Context: an optimization exercise on an open-source flow, tuned for small area, a short achievable clock period and few clock cycles. The choices shown serve that exercise and are no tape-out recipe. Where RTL was checked, it was by simulation tests only, not by an equivalence proof against the original. Power figures rest on the tool's default switching activity, not on a simulated workload.

==> inputs of run a <==
Design boo_encoder, start of the top module:
module boo_encoder (
  input  wire       clk,
  input  wire       rst,         
  input  wire       in_valid,
  output wire       in_ready,
  input  wire [7:0] in_data,
  input  wire       in_eof,
  input  wire       in_err,
  output wire       out_valid,
  input  wire       out_ready,
  output wire [7:0] out_data,
  input  wire       out_err,
  output wire [2:0] seq,
  output wire [1:0] err
);
  localparam [2:0] PH_HDR  = 3'b000,    
                   PH_HLF  = 3'b001,    
                   PH_DAT  = 3'b010,    
                   PH_TRL  = 3'b011,    
                   PH_DONE = 3'b110,
                   PH_ABR  = 3'b100,    
                   PH_ABW  = 3'b101;    
  localparam [7:0] CH_CR = 8'h0D, CH_LF = 8'h0A;
  reg  [2:0] ph;
  reg        p_lf, p_c3, p_z;   
  reg        ov;
  reg  [7:0] od;
  reg        g1, g2;            
  reg  [6:0] acc;               
  reg        n0, n1, n78;       
  reg  [5:0] col;               
  reg        w4, w2;            
  reg  [1:0] fill;              
  reg        hd_v, hd_e, hd_z;
  reg  [7:0] hd_b;
  reg        ir_v, ir_e, ir_z;
  reg  [7:0] ir_b;
  assign out_valid = ov;
  assign out_data  = od;
  assign seq = {ph[2] & ~ph[1], ph[2] & ph[1], ph[1]};
  assign err = {ph[2] & ~ph[1] & ph[0], ph[2] & ~ph[1] & ~ph[0]};
  assign in_ready = ~ir_v;
  wire slot     = ~ov | out_ready;
  wire out_fire = ov & out_ready;
  wire in_fire  = in_valid & in_ready;
  wire rd_fail  = in_fire & in_err;
  wire wr_fail  = out_fire & out_err;
  wire       src_v = hd_v;
  wire [7:0] sb    = hd_b;
  wire       kE    = hd_e;
  wire       kZ    = hd_z;                       
  wire       kN    = ~kE & ~kZ;
  wire hdr = (ph == PH_HDR);
  wire g0  = ~g1 & ~g2;
  reg  pnd;                                      
  wire nb  = ~n0 & ~n1;                          
  wire f0  = (fill == 2'd0);
  wire b0  = ~hdr & g0;
  ...
Settings: LEC_CHECK=0, CAP_MARGIN=20, CORE_MARGIN=2, CORE_UTILIZATION=60, GPL_TIMING_DRIVEN=1, SETUP_SLACK_MARGIN=2.8, SLEW_MARGIN=20; clock period 5.0 ns.
standard.sh (not shown) runs the stock make flow with config.mk's settings and CLKGATE_MAP_FILE= SYNTH_SCRIPT=/design/flow/synth_recipe.tcl, a recipe that flattens the netlist after the stock synthesis.
==> flow/flow/run.sh <==
#!/bin/bash
# The standard layout, with plain buffers (not delay cells) on the ports and
# a clock tree of larger sink clusters without dummy balancing loads.
set -euo pipefail
bash standard.sh 'BUFFER_PORTS_ARGS=-buffer_cell sky130_fd_sc_hd__buf_2' \
  'CTS_ARGS=-sink_clustering_enable -repair_clock_nets -dont_use_dummy_load -sink_clustering_size 30 -sink_clustering_max_diameter 200' \
  finish > standard_flow.log 2>&1
==> run b: changes against run a <==
--- a/flow/design.v
+++ b/flow/design.v
@@ -8,54 +8,52 @@
   input  wire       in_err,
   output wire       out_valid,
   input  wire       out_ready,
   output wire [7:0] out_data,
   input  wire       out_err,
   output wire [2:0] seq,
   output wire [1:0] err
 );
-  localparam [2:0] PH_HDR  = 3'b000,    
-                   PH_HLF  = 3'b001,    
-                   PH_DAT  = 3'b010,    
-                   PH_TRL  = 3'b011,    
-                   PH_DONE = 3'b110,
-                   PH_ABR  = 3'b100,    
-                   PH_ABW  = 3'b101;    
   localparam [7:0] CH_CR = 8'h0D, CH_LF = 8'h0A;
-  reg  [2:0] ph;
+  reg  [2:0] sq;
+  reg  [1:0] er;
+  reg        hlf;
+  reg        rdy;               
   reg        p_lf, p_c3, p_z;   
   reg        ov;
   reg  [7:0] od;
   reg        g1, g2;            
   reg  [6:0] acc;               
   reg        n0, n1, n78;       
   reg  [5:0] col;               
   reg        w4, w2;            
   reg  [1:0] fill;              
   reg        hd_v, hd_e, hd_z;
   reg  [7:0] hd_b;
   reg        ir_v, ir_e, ir_z;
   reg  [7:0] ir_b;
   assign out_valid = ov;
   assign out_data  = od;
-  assign seq = {ph[2] & ~ph[1], ph[2] & ph[1], ph[1]};
-  assign err = {ph[2] & ~ph[1] & ph[0], ph[2] & ~ph[1] & ~ph[0]};
-  assign in_ready = ~ir_v;
+  assign seq = sq;
+  assign err = er;
+  assign in_ready = rdy;
   wire slot     = ~ov | out_ready;
   wire out_fire = ov & out_ready;
   wire in_fire  = in_valid & in_ready;
   wire rd_fail  = in_fire & in_err;
   wire wr_fail  = out_fire & out_err;
   wire       src_v = hd_v;
   wire [7:0] sb    = hd_b;
   wire       kE    = hd_e;
   wire       kZ    = hd_z;                       
   wire       kN    = ~kE & ~kZ;
-  wire hdr = (ph == PH_HDR);
+  wire hdr = (sq == 3'd0) & ~hlf;
+  wire trl = (sq == 3'd2);
+  wire ended = sq[2] | (sq[1] & sq[0]);
   wire g0  = ~g1 & ~g2;
   reg  pnd;                                      
   wire nb  = ~n0 & ~n1;                          
   wire f0  = (fill == 2'd0);
   wire b0  = ~hdr & g0;
   wire sil = kZ & b0 & (p_c3 | n0 | (nb & ~n78));
   wire s_lit  = ~hdr & ~g0;                                 
   wire s_run  = kZ & b0 & n1 & ~w2;                         
@@ -70,16 +68,17 @@
   wire s_hb   = hdr & ~kE;
   wire s_he   = hdr & kE;
   wire do_pend = pnd & slot;
   wire do_sil  = src_v & sil & (~p_c3 | slot);
   wire do_step = src_v & ~sil & ~pnd & slot;
   wire fin_step = (s_lit & ~kE) | s_run | s_cut | s_c0 | s_trl | s_hb | s_he;
   wire done     = do_sil | (do_step & fin_step);
   wire take     = ~hd_v | done;            
+  wire ir_v_n = (ir_v & ~take) | (in_fire & ~in_err & ~(take & ~ir_v));
   wire [7:0] in_b = in_eof ? 8'h00 : in_data;
   wire       in_z = ~in_eof & (in_data == 8'h00);
   function [3:0] TU(input [2:0] u);       
     TU = {1'b0, u + 3'd3};
   endfunction
   wire       c_cr = ~pnd & (s_he | s_wrap | s_trl);
   wire       c_c1 = ~pnd & s_lit & g1;
   wire       c_c2 = ~pnd & s_lit & g2;
@@ -104,42 +103,46 @@
   wire [7:0] ch = (~pnd & s_hb) ? sb : {vu, vl};
   wire op_load = do_step & (s_lit | s_c0);
   wire op_inc  = (do_sil & ~p_c3) | (do_step & s_run);
   wire op_set1 = (do_sil & p_c3) | (do_step & s_cut);
   wire op_set0 = (do_pend & p_c3) | (do_step & (s_zl | s_tn));
   wire col_clr  = do_step & s_wrap;
   wire col_inc1 = do_step & (s_run | s_pad);
   wire col_inc2 = do_step & (s_c0 | s_zl);
-  reg  [2:0] ph_n;
-  always @* begin
-    ph_n = ph;
-    if (do_step & s_trl) ph_n = PH_TRL;
-    if (do_step & s_he)  ph_n = PH_HLF;
-    if (out_fire && !pnd) begin
-      if (ph == PH_HLF && ph_n == PH_HLF) ph_n = PH_DAT;
-      if (ph == PH_TRL) ph_n = PH_DONE;
-    end
-  end
+  wire lf_moves = out_fire & ~pnd;         
   always @(posedge clk) begin
     if (rst) begin
-      ph <= PH_HDR;
-      ov <= 1'b0;
+      sq  <= 3'd0;
+      er  <= 2'd0;
+      hlf <= 1'b0;
+      ov  <= 1'b0;
     end else if (wr_fail) begin
-      ph <= PH_ABW;
+      sq <= 3'd4;
+      er <= 2'd2;
       ov <= 1'b0;
     end else if (rd_fail) begin
-      ph <= PH_ABR;
+      sq <= 3'd4;
+      er <= 2'd1;
       ov <= 1'b0;
-    end else if (ph[2]) begin
+    end else if (ended) begin
       ov <= 1'b0;                       
+    end else if (trl & lf_moves) begin
+      sq <= 3'd3;
+      ov <= 1'b0;
     end else begin
-      ph <= ph_n;
-      if (ph_n == PH_DONE) ov <= 1'b0;
-      else if (slot) ov <= do_pend | do_step;
+      if (do_step & s_he) hlf <= 1'b1;
+      if (do_step & s_trl) begin
+        sq  <= 3'd2;
+        hlf <= 1'b0;
+      end else if (hlf & lf_moves) begin
+        sq  <= 3'd1;
+        hlf <= 1'b0;
+      end
+      if (slot) ov <= do_pend | do_step;
     end
   end
   always @(posedge clk) begin
     if (rst) begin
       p_lf   <= 1'b0;
       p_c3   <= 1'b0;
       p_z    <= 1'b0;
       pnd    <= 1'b0;
@@ -150,16 +153,17 @@
       n1     <= 1'b0;
       n78    <= 1'b0;
       col    <= 6'd0;
       w4     <= 1'b0;
       w2     <= 1'b0;
       fill   <= 2'd0;
       hd_v   <= 1'b0;
       ir_v   <= 1'b0;
+      rdy    <= 1'b1;
     end else begin
       if (do_pend) begin
         p_lf <= 1'b0;
         p_c3 <= 1'b0;
         p_z  <= 1'b0;
         pnd  <= 1'b0;
       end
       if (do_step & ((s_lit & g2) | s_wrap | s_trl | s_he | s_pad))
@@ -203,17 +207,18 @@
         w4  <= (col >= 6'd34);
         w2  <= w4;
       end else if (col_inc2) begin
         col <= col + 6'd2;
         w4  <= (col >= 6'd33);
         w2  <= (col >= 6'd34);
       end
       if (take) hd_v <= ir_v | (in_fire & ~in_err);
-      ir_v <= (ir_v & ~take) | (in_fire & ~in_err & ~(take & ~ir_v));
+      ir_v <= ir_v_n;
+      rdy  <= ~ir_v_n;
     end
   end
   always @(posedge clk) begin
     if (slot) od <= ch;
     if (take) begin
       hd_b <= ir_v ? ir_b : in_b;
       hd_e <= ir_v ? ir_e : in_eof;
       hd_z <= ir_v ? ir_z : in_z;
==> flow/flow/run.sh (replaced) <==
#!/bin/bash
# The standard layout, with plain buffers (not delay cells) on the ports.
set -euo pipefail
bash standard.sh 'BUFFER_PORTS_ARGS=-buffer_cell sky130_fd_sc_hd__buf_2' finish > standard_flow.log 2>&1
==> flow/config.mk (replaced) <==
export PLATFORM = sky130hd
export DESIGN_NAME = boo_encoder
export DESIGN_NICKNAME = boo_encoder
export VERILOG_FILES = /design/flow/design.v
export SDC_FILE = /design/flow/constraint.sdc
export NUM_CORES = 4
export LEC_CHECK = 0
export CAP_MARGIN = 20
export CORE_MARGIN = 2
export CORE_UTILIZATION = 40
export SETUP_SLACK_MARGIN = 3.0
export SLEW_MARGIN = 20
==> run c: changes against run a <==
--- a/flow/design.v
+++ b/flow/design.v
@@ -22,19 +22,17 @@
                    PH_ABW  = 3'b101;    
   localparam [7:0] CH_CR = 8'h0D, CH_LF = 8'h0A;
   reg  [2:0] ph;
   reg        p_lf, p_c3, p_z;   
   reg        ov;
   reg  [7:0] od;
   reg        g1, g2;            
   reg  [6:0] acc;               
-  reg        n0, n1, n78;       
   reg  [5:0] col;               
-  reg        w4, w2;            
   reg  [1:0] fill;              
   reg        hd_v, hd_e, hd_z;
   reg  [7:0] hd_b;
   reg        ir_v, ir_e, ir_z;
   reg  [7:0] ir_b;
   assign out_valid = ov;
   assign out_data  = od;
   assign seq = {ph[2] & ~ph[1], ph[2] & ph[1], ph[1]};
@@ -47,17 +45,22 @@
   wire wr_fail  = out_fire & out_err;
   wire       src_v = hd_v;
   wire [7:0] sb    = hd_b;
   wire       kE    = hd_e;
   wire       kZ    = hd_z;                       
   wire       kN    = ~kE & ~kZ;
   wire hdr = (ph == PH_HDR);
   wire g0  = ~g1 & ~g2;
-  reg  pnd;                                      
+  wire pnd = p_lf | p_c3 | p_z;
+  wire w4  = (col >= 6'd35);           
+  wire w2  = (col == 6'd36);           
+  wire n0  = (acc == 7'd0);
+  wire n1  = (acc == 7'd1);
+  wire n78 = (acc == 7'd78);
   wire nb  = ~n0 & ~n1;                          
   wire f0  = (fill == 2'd0);
   wire b0  = ~hdr & g0;
   wire sil = kZ & b0 & (p_c3 | n0 | (nb & ~n78));
   wire s_lit  = ~hdr & ~g0;                                 
   wire s_run  = kZ & b0 & n1 & ~w2;                         
   wire s_cut  = kZ & b0 & n78;                              
   wire s_c0   = kN & b0 & n0 & ~w4;                         
@@ -137,81 +140,48 @@
       else if (slot) ov <= do_pend | do_step;
     end
   end
   always @(posedge clk) begin
     if (rst) begin
       p_lf   <= 1'b0;
       p_c3   <= 1'b0;
       p_z    <= 1'b0;
-      pnd    <= 1'b0;
       g1     <= 1'b0;
       g2     <= 1'b0;
       acc    <= 7'd0;
-      n0     <= 1'b1;
-      n1     <= 1'b0;
-      n78    <= 1'b0;
       col    <= 6'd0;
-      w4     <= 1'b0;
-      w2     <= 1'b0;
       fill   <= 2'd0;
       hd_v   <= 1'b0;
       ir_v   <= 1'b0;
     end else begin
       if (do_pend) begin
         p_lf <= 1'b0;
         p_c3 <= 1'b0;
         p_z  <= 1'b0;
-        pnd  <= 1'b0;
       end
-      if (do_step & ((s_lit & g2) | s_wrap | s_trl | s_he | s_pad))
-        pnd <= 1'b1;
       if (do_step) begin
         if (s_lit & g2) p_c3 <= 1'b1;
         if (s_wrap | s_trl | s_he) p_lf <= 1'b1;
         if (s_pad) p_z <= 1'b1;
         if (s_lit) begin
           g1 <= g0;                     
           g2 <= g1;
         end
         if (s_c0 | s_zl) g1 <= 1'b1;
         if (s_lit & kE) fill <= g1 ? 2'd2 : (f0 ? 2'd1 : fill);
         if (s_pad) fill <= fill - 2'd1;
       end
-      if (op_load) begin
-        acc <= {1'b0, sb[5:0]};
-      end else if (op_inc) begin
-        acc <= acc + 7'd1;
-        n0  <= 1'b0;
-        n1  <= n0;
-        n78 <= (acc == 7'd77);
-      end else if (op_set1) begin
-        acc <= 7'd1;
-        n0  <= 1'b0;
-        n1  <= 1'b1;
-        n78 <= 1'b0;
-      end else if (op_set0) begin
-        acc <= 7'd0;
-        n0  <= 1'b1;
-        n1  <= 1'b0;
-        n78 <= 1'b0;
-      end
-      if (col_clr) begin
-        col <= 6'd0;
-        w4  <= 1'b0;
-        w2  <= 1'b0;
-      end else if (col_inc1) begin
-        col <= col + 6'd1;
-        w4  <= (col >= 6'd34);
-        w2  <= w4;
-      end else if (col_inc2) begin
-        col <= col + 6'd2;
-        w4  <= (col >= 6'd33);
-        w2  <= (col >= 6'd34);
-      end
+      if (op_load)      acc <= {1'b0, sb[5:0]};
+      else if (op_inc)  acc <= acc + 7'd1;
+      else if (op_set1) acc <= 7'd1;
+      else if (op_set0) acc <= 7'd0;
+      if (col_clr)       col <= 6'd0;
+      else if (col_inc1) col <= col + 6'd1;
+      else if (col_inc2) col <= col + 6'd2;
       if (take) hd_v <= ir_v | (in_fire & ~in_err);
       ir_v <= (ir_v & ~take) | (in_fire & ~in_err & ~(take & ~ir_v));
     end
   end
   always @(posedge clk) begin
     if (slot) od <= ch;
     if (take) begin
       hd_b <= ir_v ? ir_b : in_b;
==> flow/config.mk (replaced) <==
export PLATFORM = sky130hd
export DESIGN_NAME = boo_encoder
export DESIGN_NICKNAME = boo_encoder
export VERILOG_FILES = /design/flow/design.v
export SDC_FILE = /design/flow/constraint.sdc
export NUM_CORES = 4
export LEC_CHECK = 0
export CAP_MARGIN = 20
export CORE_MARGIN = 2
export CORE_UTILIZATION = 60
export SETUP_SLACK_MARGIN = 2.7
export SLEW_MARGIN = 20
==> run d: changes against run a <==
--- a/flow/design.v
+++ b/flow/design.v
@@ -20,19 +20,21 @@
                    PH_DONE = 3'b110,
                    PH_ABR  = 3'b100,    
                    PH_ABW  = 3'b101;    
   localparam [7:0] CH_CR = 8'h0D, CH_LF = 8'h0A;
   reg  [2:0] ph;
   reg        p_lf, p_c3, p_z;   
   reg        ov;
   reg  [7:0] od;
-  reg        g1, g2;            
+  localparam [6:0] M_HDR = 7'b1000000, M_L1 = 7'b0100000, M_L2 = 7'b0010000,
+                   M_N0  = 7'b0001000, M_N1 = 7'b0000100, M_NB = 7'b0000010,
+                   M_N78 = 7'b0000001;
+  reg  [6:0] md;
   reg  [6:0] acc;               
-  reg        n0, n1, n78;       
   reg  [5:0] col;               
   reg        w4, w2;            
   reg  [1:0] fill;              
   reg        hd_v, hd_e, hd_z;
   reg  [7:0] hd_b;
   reg        ir_v, ir_e, ir_z;
   reg  [7:0] ir_b;
   assign out_valid = ov;
@@ -45,33 +47,36 @@
   wire in_fire  = in_valid & in_ready;
   wire rd_fail  = in_fire & in_err;
   wire wr_fail  = out_fire & out_err;
   wire       src_v = hd_v;
   wire [7:0] sb    = hd_b;
   wire       kE    = hd_e;
   wire       kZ    = hd_z;                       
   wire       kN    = ~kE & ~kZ;
-  wire hdr = (ph == PH_HDR);
-  wire g0  = ~g1 & ~g2;
+  wire hdr = md[6];
+  wire g1  = md[5];
+  wire g2  = md[4];
+  wire n0  = md[3];             
+  wire n1  = md[2];
+  wire nb  = md[1] | md[0];     
+  wire n78 = md[0];
   reg  pnd;                                      
-  wire nb  = ~n0 & ~n1;                          
   wire f0  = (fill == 2'd0);
-  wire b0  = ~hdr & g0;
-  wire sil = kZ & b0 & (p_c3 | n0 | (nb & ~n78));
-  wire s_lit  = ~hdr & ~g0;                                 
-  wire s_run  = kZ & b0 & n1 & ~w2;                         
-  wire s_cut  = kZ & b0 & n78;                              
-  wire s_c0   = kN & b0 & n0 & ~w4;                         
-  wire s_zl   = ~kZ & b0 & n1 & ~w4;                        
-  wire s_tn   = ~kZ & b0 & nb;                              
-  wire s_pad  = kE & b0 & n0 & ~f0 & ~w2;                   
-  wire s_trl  = kE & b0 & n0 & f0;                          
-  wire s_wrap = b0 & ((kZ & n1 & w2) | (kN & (n0 | n1) & w4) |
-                      (kE & ((n1 & w4) | (n0 & ~f0 & w2))));
+  wire sil = kZ & (n0 | md[1]);
+  wire s_lit  = g1 | g2;                                    
+  wire s_run  = kZ & n1 & ~w2;                              
+  wire s_cut  = kZ & n78;                                   
+  wire s_c0   = kN & n0 & ~w4;                              
+  wire s_zl   = ~kZ & n1 & ~w4;                             
+  wire s_tn   = ~kZ & nb;                                   
+  wire s_pad  = kE & n0 & ~f0 & ~w2;                        
+  wire s_trl  = kE & n0 & f0;                               
+  wire s_wrap = (kZ & n1 & w2) | (kN & (n0 | n1) & w4) |
+                (kE & ((n1 & w4) | (n0 & ~f0 & w2)));
   wire s_hb   = hdr & ~kE;
   wire s_he   = hdr & kE;
   wire do_pend = pnd & slot;
   wire do_sil  = src_v & sil & (~p_c3 | slot);
   wire do_step = src_v & ~sil & ~pnd & slot;
   wire fin_step = (s_lit & ~kE) | s_run | s_cut | s_c0 | s_trl | s_hb | s_he;
   wire done     = do_sil | (do_step & fin_step);
   wire take     = ~hd_v | done;            
@@ -138,22 +143,18 @@
     end
   end
   always @(posedge clk) begin
     if (rst) begin
       p_lf   <= 1'b0;
       p_c3   <= 1'b0;
       p_z    <= 1'b0;
       pnd    <= 1'b0;
-      g1     <= 1'b0;
-      g2     <= 1'b0;
+      md     <= M_HDR;
       acc    <= 7'd0;
-      n0     <= 1'b1;
-      n1     <= 1'b0;
-      n78    <= 1'b0;
       col    <= 6'd0;
       w4     <= 1'b0;
       w2     <= 1'b0;
       fill   <= 2'd0;
       hd_v   <= 1'b0;
       ir_v   <= 1'b0;
     end else begin
       if (do_pend) begin
@@ -163,42 +164,31 @@
         pnd  <= 1'b0;
       end
       if (do_step & ((s_lit & g2) | s_wrap | s_trl | s_he | s_pad))
         pnd <= 1'b1;
       if (do_step) begin
         if (s_lit & g2) p_c3 <= 1'b1;
         if (s_wrap | s_trl | s_he) p_lf <= 1'b1;
         if (s_pad) p_z <= 1'b1;
-        if (s_lit) begin
-          g1 <= g0;                     
-          g2 <= g1;
-        end
-        if (s_c0 | s_zl) g1 <= 1'b1;
         if (s_lit & kE) fill <= g1 ? 2'd2 : (f0 ? 2'd1 : fill);
         if (s_pad) fill <= fill - 2'd1;
       end
-      if (op_load) begin
-        acc <= {1'b0, sb[5:0]};
-      end else if (op_inc) begin
-        acc <= acc + 7'd1;
-        n0  <= 1'b0;
-        n1  <= n0;
-        n78 <= (acc == 7'd77);
-      end else if (op_set1) begin
-        acc <= 7'd1;
-        n0  <= 1'b0;
-        n1  <= 1'b1;
-        n78 <= 1'b0;
-      end else if (op_set0) begin
-        acc <= 7'd0;
-        n0  <= 1'b1;
-        n1  <= 1'b0;
-        n78 <= 1'b0;
-      end
+      if (op_load)      acc <= {1'b0, sb[5:0]};
+      else if (op_inc)  acc <= acc + 7'd1;
+      else if (op_set1) acc <= 7'd1;
+      else if (op_set0) acc <= 7'd0;
+      if (do_sil)                        md <= n0 ? M_N1 :
+                                               (acc == 7'd77) ? M_N78 : M_NB;
+      else if (do_step & s_he)           md <= M_N0;
+      else if (do_step & s_lit)          md <= g1 ? M_L2 : M_N0;
+      else if (do_step & (s_c0 | s_zl))  md <= M_L1;
+      else if (do_step & s_run)          md <= M_NB;
+      else if (do_step & s_cut)          md <= M_N1;
+      else if (do_step & s_tn)           md <= M_N0;
       if (col_clr) begin
         col <= 6'd0;
         w4  <= 1'b0;
         w2  <= 1'b0;
       end else if (col_inc1) begin
         col <= col + 6'd1;
         w4  <= (col >= 6'd34);
         w2  <= w4;
==> flow/config.mk (replaced) <==
export PLATFORM = sky130hd
export DESIGN_NAME = boo_encoder
export DESIGN_NICKNAME = boo_encoder
export VERILOG_FILES = /design/flow/design.v
export SDC_FILE = /design/flow/constraint.sdc
export NUM_CORES = 4
export LEC_CHECK = 0
export CAP_MARGIN = 20
export CORE_MARGIN = 2
export CORE_UTILIZATION = 60
export SETUP_SLACK_MARGIN = 2.7
export SLEW_MARGIN = 20
==> comparison <==
Via count: run a < run d < run b < run c. In run b the sequential share of layout area is higher than in run c, by 2.3 points. Against run c, the worst setup slack of run d is higher by 0.076 ns. Total power: run b is higher than run d (32%). Design area, lowest first: run d, run a, run c, run b. Die area: run c < run a < run d < run b. Of run a and run b, run b has the higher combinational power (gap 56%, measured against run b). The highest synthesized area belongs to run b, the lowest to run c. Maximum frequency: run b > run a > run d > run c. The highest cell count belongs to run b, the lowest to run a. Against run c, the critical path depth of run d is higher by 1.
Testbench counts of run a, summed over its fixed seeds: cycles 37,727.
The RTL of run b, run c and run d was laid out without a check of its function.

what the ideal ports hide:
How much do the figures lean on ideal ports? The routed layouts below were timed once more, with nothing changed but the port constraints. Step 1 (the two cells are an assumption about what drives the block):
set clk [get_ports {clk}]
set_driving_cell -lib_cell sky130_fd_sc_hd__clkbuf_16 $clk
set_driving_cell -lib_cell sky130_fd_sc_hd__buf_2 [delete_from_list [all_inputs] $clk]
Step 2 times the ports against the registers' clock, not the clock port: input delays grow and output delays shrink by t, the midpoint of the rising clock arrivals with the driver on. a / b / c = ideal / step 1 / step 2; a / b = the first two.
run | t (ns) | setup WS [ns] | latest minus earliest clock arrival (ns) | worst data-port slew with drivers (ns)
run a | 0.360 | 2.829 / 2.801 / 2.532 | 0.023 / 0.024 | 0.03
run b | 0.366 | 2.871 / 2.871 / 2.603 | 0.012 / 0.011 | 0.04
run c | 0.329 | 2.655 / 2.655 / 2.339 | 0.028 / 0.027 | 0.03
run d | 0.368 | 2.731 / 2.739 / 2.371 | 0.021 / 0.020 | 0.03
After both steps setup and hold are still met in every run listed. For run d, which loses most, drivers alone change the setup slack by +0.008 ns; drivers and shift together by -0.360 ns.
